Background: an optimization exercise with open tools, aiming at small area. Do not read the settings as production practice.
At most, simulation tests tie the RTL to the original design; equivalence was not proved.

v6:
==> module me221_rx, before the edit <==
module me221_rx (
    input  wire        clk,
    input  wire        clr,         
    input  wire        push,        
    input  wire [7:0]  xm,
    input  wire [15:0] sm,          
    output reg  [3:0]  phase,
    output reg  [15:0] len,
    output reg  [7:0]  typ,
    output reg  [7:0]  cls,
    output reg  [7:0]  cmd,
    output reg  [15:0] r,
    output reg  [15:0] ba,
    output wire [7:0]  status_lo   
);
    reg ovr;
    wire ph2  = (phase == 4'd2);
    wire ph3  = (phase == 4'd3);
    wire ph4  = (phase == 4'd4);
    wire ph5  = (phase == 4'd5);
    wire ph6  = (phase == 4'd6);
    wire ph7  = (phase == 4'd7);
    wire ph8  = (phase == 4'd8);
    wire ph9  = (phase == 4'd9);
    wire done = (phase == 4'd10);
    wire magerr = (phase == 4'd11);
    wire [16:0] ic;
    wire [15:0] pinc = r ^ ic[15:0];
    assign ic[0] = 1'b1;
    genvar i;
    generate
        for (i = 0; i < 16; i = i + 1) begin : g_inc
            assign ic[i+1] = ic[i] & r[i];
        end
    endgenerate
    wire last = (pinc == len);
    wire len0 = ~|len;
    reg [3:0] pn;
    always @(*) begin
        case (phase)
            4'd0: pn = (xm == 8'h4D) ? 4'd1 : 4'd11;
            4'd1: pn = (xm == 8'h45) ? 4'd2 : 4'd11;
            4'd6: pn = len0 ? 4'd8 : 4'd7;
            4'd7: pn = last ? 4'd8 : 4'd7;
            default: pn = phase + 4'd1;
        endcase
    end
    wire stop = phase[3] & (phase[1] | phase[2]);    
    wire fold = (phase[3:2] == 2'b01);               
    wire rinc = ph7 & !clr;
    always @(posedge clk) begin
        if (clr || (push && !stop))        phase     <= clr ? 4'd0 : pn;
        if (clr || (push && ph2))          len[7:0]  <= xm;
        if (clr || (push && ph3))          len[15:8] <= xm;
        if (clr || (push && ph4))          typ       <= xm;
        if (clr || (push && ph5))          cls       <= xm;
        if (clr || (push && ph6))          cmd       <= xm;
        if (clr || (push && (ph7 || ph8))) r[7:0]    <= rinc ? pinc[7:0]  : xm;
        if (clr || (push && (ph7 || ph9))) r[15:8]   <= rinc ? pinc[15:8] : xm;
        if (clr || (push && fold))         ba        <= sm;
        if (clr || (push && stop))         ovr       <= !clr;
    end
    wire typerr = (typ != 8'h00) && (typ != 8'h0F);
    wire clserr = (cls[7:4] != 4'h0) || (cls[3] && (cls[2:0] != 3'd0));
    wire cmd_in = ph7 | ph8 | ph9 | done;
    wire known  = ((cls == 8'h00) && (cmd == 8'h01 || cmd == 8'h02 || cmd == 8'h03)) ||
                  ((cls == 8'h04) && (cmd == 8'h00 || cmd == 8'h01));
    wire cmdunk = cmd_in && !known;
    wire ckerr  = done && (r != ba);
    wire err    = magerr | typerr | clserr | ckerr;
    assign status_lo = {err, ovr, ckerr, cmdunk, clserr, typerr, magerr, done};
endmodule
==> module me221_tx, before the edit <==
module me221_tx (
    input  wire        clk,
    input  wire        clr,         
    input  wire        set,         
    input  wire [3:0]  set_sel,
    input  wire        go,          
    input  wire        step,        
    input  wire [7:0]  xm,
    input  wire [15:0] sm,
    output reg  [3:0]  phase,
    output reg  [15:0] len,
    output reg  [7:0]  typ,
    output reg  [7:0]  cls,
    output reg  [7:0]  cmd,
    output reg  [15:0] ba,
    output reg  [15:0] pcnt,
    output wire        busy,
    output wire        codeok
);
    wire [16:0] ic;
    wire [15:0] pinc = pcnt ^ ic[15:0];
    assign ic[0] = 1'b1;
    genvar i;
    generate
        for (i = 0; i < 16; i = i + 1) begin : g_inc
            assign ic[i+1] = ic[i] & pcnt[i];
        end
    endgenerate
    wire last = (pinc == len);
    wire len0 = ~|len;
    assign busy   = ~phase[3] | (~phase[2] & ~phase[1]);
    assign codeok = ((typ == 8'h00) || (typ == 8'h0F)) &&
                    (cls[7:4] == 4'h0) && (!cls[3] || (cls[2:0] == 3'd0));
    wire fold = (phase[3:2] == 2'b01);    
    wire ph7  = (phase == 4'd7);
    reg [3:0] pn;
    always @(*) begin
        case (phase)
            4'd6: pn = len0 ? 4'd8 : 4'd7;
            4'd7: pn = last ? 4'd8 : 4'd7;
            default: pn = phase + 4'd1;
        endcase
    end
    wire zero = clr | go;
    always @(posedge clk) begin
        if (zero || step)                    phase     <= clr ? 4'd12 : go ? 4'd0 : pn;
        if (clr || (set && set_sel == 4'd1)) len[7:0]  <= xm;
        if (clr || (set && set_sel == 4'd9)) len[15:8] <= xm;
        if (clr || (set && set_sel == 4'd2)) typ       <= xm;
        if (clr || (set && set_sel == 4'd3)) cls       <= xm;
        if (clr || (set && set_sel == 4'd4)) cmd       <= xm;
        if (zero || (step && fold))          ba        <= sm;
        if (zero || (step && ph7))           pcnt      <= zero ? 16'h0 : pinc;
    end
endmodule
export LEC_CHECK = 0
export ABC_AREA = 1
export CAP_MARGIN = 20
export CORE_MARGIN = 2
export CORE_UTILIZATION = 55
export GPL_TIMING_DRIVEN = 0
export SLEW_MARGIN = 20
create_clock -name core_clock -period 8.0 [get_ports {clk}]
standard.sh (not shown) runs the stock make flow with config.mk's settings and CLKGATE_MAP_FILE= SYNTH_SCRIPT=/design/flow/synth_recipe.tcl, a recipe that flattens the netlist after the stock synthesis.
==> flow/flow/run.sh <==
#!/bin/bash
# Own layout flow: the standard ORFS flow (standard.sh), except for
#  - synthesis: the same script (synth_recipe.tcl), but ABC maps with the
#    area-oriented script flow/abc_area.script instead of ORFS's;
#  - clock tree: smaller clock buffers, no dummy loads;
#  - port buffers: buf_1 cells.
# Each tool's output goes to the ORFS logs under orfs/logs and to flow.log.
set -euo pipefail
here=$(pwd)
cat > my_synth.tcl <<EOF
proc abc {args} {
  set i [lsearch -exact \$args -script]
  if {\$i >= 0} { lset args [expr {\$i + 1}] $here/flow/abc_area.script }
  yosys abc {*}\$args
}
source $here/synth_recipe.tcl
EOF
CTS="-sink_clustering_enable -repair_clock_nets -dont_use_dummy_load -buf_list sky130_fd_sc_hd__clkbuf_8 -sink_clustering_size 24 -sink_clustering_max_diameter 100"
BUFP="-buffer_cell sky130_fd_sc_hd__buf_1"
sed -e "s#SYNTH_SCRIPT=[^ ]*#SYNTH_SCRIPT=$here/my_synth.tcl#" \
    -e "s#\"\${@:-finish}\"#CTS_ARGS=\"$CTS\" BUFFER_PORTS_ARGS=\"$BUFP\" \"\${@:-finish}\"#" \
    standard.sh > my_standard.sh
bash my_standard.sh > flow.log 2>&1
==> flow/flow/abc_area.script <==
strash
ifraig
scorr
dc2
strash
&get -n
&dch -f
&nf -R 1000 -E 100 -p
&put
## Diff of input files: v7 against v6
--- a/flow/design.v
+++ b/flow/design.v
@@ -91,18 +91,24 @@
         endcase
     end
     wire stop = phase[3] & (phase[1] | phase[2]);    
     wire fold = (phase[3:2] == 2'b01);               
-    wire rinc = ph7 & !clr;
+    wire r_inc  = push && ph7 && !clr;
+    wire r_xlo  = clr || (push && ph8);
+    wire r_xhi  = clr || (push && ph9);
+    wire r_hlo  = !(r_inc || r_xlo);
+    wire r_hhi  = !(r_inc || r_xhi);
+    always @(posedge clk) begin
+        r[7:0]  <= ({8{r_hlo}} & r[7:0])  | ({8{r_inc}} & pinc[7:0])  | ({8{r_xlo}} & xm);
+        r[15:8] <= ({8{r_hhi}} & r[15:8]) | ({8{r_inc}} & pinc[15:8]) | ({8{r_xhi}} & xm);
+    end
     always @(posedge clk) begin
         if (clr || (push && !stop))        phase     <= clr ? 4'd0 : pn;
         if (clr || (push && ph2))          len[7:0]  <= xm;
         if (clr || (push && ph3))          len[15:8] <= xm;
         if (clr || (push && ph4))          typ       <= xm;
         if (clr || (push && ph5))          cls       <= xm;
         if (clr || (push && ph6))          cmd       <= xm;
-        if (clr || (push && (ph7 || ph8))) r[7:0]    <= rinc ? pinc[7:0]  : xm;
-        if (clr || (push && (ph7 || ph9))) r[15:8]   <= rinc ? pinc[15:8] : xm;
         if (clr || (push && fold))         ba        <= sm;
         if (clr || (push && stop))         ovr       <= !clr;
     end
     wire typerr = (typ != 8'h00) && (typ != 8'h0F);
@@ -158,17 +164,20 @@
             default: pn = phase + 4'd1;
         endcase
     end
     wire zero = clr | go;
+    wire p_inc  = step && ph7 && !zero;
+    wire p_hold = !(zero || (step && ph7));
+    always @(posedge clk)
+        pcnt <= ({16{p_hold}} & pcnt) | ({16{p_inc}} & pinc);
     always @(posedge clk) begin
         if (zero || step)                    phase     <= clr ? 4'd12 : go ? 4'd0 : pn;
         if (clr || (set && set_sel == 4'd1)) len[7:0]  <= xm;
         if (clr || (set && set_sel == 4'd9)) len[15:8] <= xm;
         if (clr || (set && set_sel == 4'd2)) typ       <= xm;
         if (clr || (set && set_sel == 4'd3)) cls       <= xm;
         if (clr || (set && set_sel == 4'd4)) cmd       <= xm;
         if (zero || (step && fold))          ba        <= sm;
-        if (zero || (step && ph7))           pcnt      <= zero ? 16'h0 : pinc;
     end
 endmodule
 module me221_fe (
     input  wire        clk,
### Flow results
- met1 demand-to-capacity share in global routing for v7 is higher than for v6.
- v7 vs v6: instance area after placement down slightly
- Reported for v6 and v7, number of design rule violations left after detail routing turned out identical to the last digit.
- NOTE fmax v6->v7 increased slightly
- Relative to v6, cell area decreased by 1.6% in v7.
- Relative to v6, the area enclosed by the die boundary measured on v7 has decreased slightly.
The RTL of v6 was laid out without a check of its function.

-- what the ideal ports hide --
In the flow no input, the clock included, has a driving cell. The finished layouts below were timed again as built, in two steps.
Step 1, drivers: a clkbuf_16 drives clk and a buf_2 each remaining input, both assumed.
Step 2 moves the port delays by t, midway between the first and last clock arrival at a register: inputs arrive t later, outputs are due t later. That takes back most of the time a late clock gives input paths.
Slacks: ideal ports / drivers / drivers and shift; pairs: ideal ports / drivers.
run | t, ns | slack for setup (ns) | worst setup path after step 2 | worst data-port slew with drivers (ns) | cell pins on the clock port's net
v6 | 0.512 | 0.680 / 0.686 / 0.174 | input to register | 0.04 | 1
v7 | 0.497 | 0.708 / 0.728 / 0.231 | input to register | 0.03 | 1
After both steps setup and hold are still met in every run listed. For v6, which loses most, drivers alone change the setup slack by +0.006 ns; drivers and shift together by -0.506 ns.
